From an optimization exercise on the open Yosys and OpenROAD flow, aimed at small area, a short achievable clock period and few clock cycles; shortcuts taken in it are not production practice. Only simulation tests tie the RTL to the original design; equivalence was not proved. Power and IR drop assume default switching activity.

## old
Design frame_block, start of the top module:
module frame_block (
    input  wire        clk,
    input  wire        rst,
    input  wire        in_valid,
    input  wire [7:0]  in_data,
    output wire        in_ready,
    output wire        ovf,
    output wire        res_valid,
    input  wire        res_ack,
    output wire [3:0]  res_err,
    output wire [7:0]  res_dlen,
    output wire [31:0] res_msg_id,
    output wire [7:0]  res_ch_off,
    output wire [7:0]  res_ch_len,
    output wire [7:0]  res_ct_off,
    output wire [7:0]  res_ct_len,
    output wire [7:0]  res_pl_off,
    output wire [15:0] res_pl_len,
    output wire [31:0] res_crc_expected,
    output wire [31:0] res_crc_actual,
    input  wire [6:0]  rd_addr,
    output wire [7:0]  rd_data
);
Size: ~2900 cells after synthesis, about 1200 flip-flops, ~190 I/O pins, roughly 38000 um2 of cells after synthesis.
==> flow/config.mk <==
export PLATFORM = sky130hd
export DESIGN_NAME = frame_block
export DESIGN_NICKNAME = frame_block
export VERILOG_FILES = /design/flow/design.v
export SDC_FILE = /design/flow/constraint.sdc
export NUM_CORES = 4
export LEC_CHECK = 0
export CAP_MARGIN = 30
export CORE_MARGIN = 2
export CORE_UTILIZATION = 55
export CTS_BUF_LIST = sky130_fd_sc_hd__clkbuf_8 sky130_fd_sc_hd__clkbuf_16
export CTS_CLUSTER_DIAMETER = 80
export CTS_CLUSTER_SIZE = 25
export PLACE_DENSITY = 0.75
export SETUP_SLACK_MARGIN = 4
export SLEW_MARGIN = 30
export SYNTH_HIERARCHICAL = 1
export SYNTH_MINIMUM_KEEP_SIZE = 0
==> flow/constraint.sdc <==
create_clock -name core_clock -period 9.0 [get_ports {clk}]
set_input_delay 1.8000 -clock core_clock [delete_from_list [all_inputs] [get_ports {clk}]]
set_output_delay 1.8000 -clock core_clock [all_outputs]
set_load 0.01 [all_outputs]
standard.sh (not shown) runs the stock make flow with config.mk's settings and CLKGATE_MAP_FILE= SYNTH_SCRIPT=/design/flow/synth_recipe.tcl, a recipe that flattens the netlist after the stock synthesis.
==> flow/flow/run.sh <==
#!/bin/bash
# The standard layout (standard.sh: standard synthesis, floorplan, place,
# CTS, route), with one change: buffer_ports makes the port buffers from the
# smallest buffer cell instead of the cell it picks by itself. Repair still
# resizes the buffers on critical ports. The full make output goes to
# standard_flow.log; ORFS's per-step logs stay under orfs/logs/.
set -euo pipefail
export BUFFER_PORTS_ARGS="-buffer_cell sky130_fd_sc_hd__buf_1"
bash standard.sh finish > standard_flow.log 2>&1
Testbench counts of old, summed over its fixed seeds: cycles 12,749.
> inputs changed (old -> new)
--- a/flow/design.v
+++ b/flow/design.v
@@ -264,27 +264,27 @@
                 end
                 default: phase <= P_TRAIL;
                 endcase
             end
         end
     end
-    wire [2:0]  al  = rd_addr[2:0];
-    wire [3:0]  ah  = rd_addr[6:3];
-    wire [2:0]  kl  = kturn[2:0];
-    wire [3:0]  kh  = kturn[6:3];
-    reg  [23:0] lo_tgt;
-    reg  [63:0] hi_tgt;
+    wire [3:0]  al  = rd_addr[3:0];
+    wire [2:0]  ah  = rd_addr[6:4];
+    wire [3:0]  kl  = kturn[3:0];
+    wire [2:0]  kh  = kturn[6:4];
+    reg  [63:0] lo_tgt;
+    reg  [23:0] hi_tgt;
     integer     ti;
     always @(*) begin
-        for (ti = 0; ti < 8; ti = ti + 1)
-            lo_tgt[ti*3 +: 3] = kl - ti[2:0];
         for (ti = 0; ti < 16; ti = ti + 1)
-            hi_tgt[ti*4 +: 4] = kh - ti[3:0];
+            lo_tgt[ti*4 +: 4] = kl - ti[3:0];
+        for (ti = 0; ti < 8; ti = ti + 1)
+            hi_tgt[ti*3 +: 3] = kh - ti[2:0];
     end
-    wire [7:0]  lo_hot;
-    wire [15:0] hi_hot;
+    wire [15:0] lo_hot;
+    wire [7:0]  hi_hot;
     frame_block_hot u_hot (
         .al(al), .ah(ah), .kl(kl), .lo_tgt(lo_tgt), .hi_tgt(hi_tgt),
         .lo_hot(lo_hot), .hi_hot(hi_hot)
     );
     wire [CAP*8-1:0] ring_flat;
     genvar      gf;
@@ -312,44 +312,44 @@
     assign res_pl_len       = {9'd0, pl_len};
     assign res_crc_expected = crc_exp;
     assign res_crc_actual   = crc;
     assign rd_data          = rd_mux;
 endmodule
 module frame_block_hot (
-    input  wire [2:0]  al,
-    input  wire [3:0]  ah,
-    input  wire [2:0]  kl,
-    input  wire [23:0] lo_tgt,
-    input  wire [63:0] hi_tgt,
-    output reg  [7:0]  lo_hot,
-    output reg  [15:0] hi_hot
+    input  wire [3:0]  al,
+    input  wire [2:0]  ah,
+    input  wire [3:0]  kl,
+    input  wire [63:0] lo_tgt,
+    input  wire [23:0] hi_tgt,
+    output reg  [15:0] lo_hot,
+    output reg  [7:0]  hi_hot
 );
     wire       bor = (al > kl);
-    reg [15:0] e;
+    reg [7:0]  e;
     integer    i;
     always @(*) begin
-        for (i = 0; i < 8; i = i + 1)
-            lo_hot[i] = (al == lo_tgt[i*3 +: 3]);
         for (i = 0; i < 16; i = i + 1)
-            e[i] = (ah == hi_tgt[i*4 +: 4]);
-        for (i = 0; i < 16; i = i + 1)
-            hi_hot[i] = bor ? e[(i + 1) % 16] : e[i];
+            lo_hot[i] = (al == lo_tgt[i*4 +: 4]);
+        for (i = 0; i < 8; i = i + 1)
+            e[i] = (ah == hi_tgt[i*3 +: 3]);
+        for (i = 0; i < 8; i = i + 1)
+            hi_hot[i] = bor ? e[(i + 1) % 8] : e[i];
     end
 endmodule
 module frame_block_rdsel (
-    input  wire [7:0]    lo_hot,
-    input  wire [15:0]   hi_hot,
+    input  wire [15:0]   lo_hot,
+    input  wire [7:0]    hi_hot,
     input  wire [1023:0] slots,
     output reg  [7:0]    q
 );
     reg [7:0] grp;
     integer   h, i;
     always @(*) begin
         q = 8'h00;
-        for (h = 0; h < 16; h = h + 1) begin
+        for (h = 0; h < 8; h = h + 1) begin
             grp = 8'h00;
-            for (i = 0; i < 8; i = i + 1)
-                grp = grp | ({8{lo_hot[i]}} & slots[(h * 8 + i) * 8 +: 8]);
+            for (i = 0; i < 16; i = i + 1)
+                grp = grp | ({8{lo_hot[i]}} & slots[(h * 16 + i) * 8 +: 8]);
             q = q | ({8{hi_hot[h]}} & grp);
         end
     end
 endmodule
Findings:
- Per the final summary, new finished and its layout is clean on timing, DRC and antenna.
- Of the two values seen for capture point of the critical path, rd_data[2] was produced by new and rd_data[0] by old.
- new: final hold slack 13 ps above old
- From old to new the numbers moved as follows: power went up; final worst-path setup slack up 10 ps; largest net degree at the start of global routing saw a decrease; met2 global-route usage shows an increase of 2.9 points.
Testbench counts of new, summed over its fixed seeds: cycles 12,749.

[afterwards: timing with drivers on the ports]
Ports are ideal in the flow. The routed layouts listed here were re-timed in OpenROAD. Step 1 (the two cells are an assumption about what drives the block):
set clk [get_ports {clk}]
set_driving_cell -lib_cell sky130_fd_sc_hd__clkbuf_16 $clk
set_driving_cell -lib_cell sky130_fd_sc_hd__buf_2 [delete_from_list [all_inputs] $clk]
Step 2, shift: input delay + t, output delay - t, t = (earliest + latest rising clock arrival at the registers) / 2. This alone moves slack from input paths to output paths. a / b / c = ideal / step 1 / step 2; a / b = the first two.
| run | t (ns) | setup slack, ns | worst data-port slew with drivers (ns) |
|---|---|---|---|
| old | 0.716 | 2.885 / 2.737 / 2.737 | 0.17 |
| new | 0.722 | 2.895 / 2.849 / 2.849 | 0.11 |
After both steps every run listed still meets setup and hold. For old, which loses most, drivers alone change the setup slack by -0.148 ns; drivers and shift together by -0.148 ns.
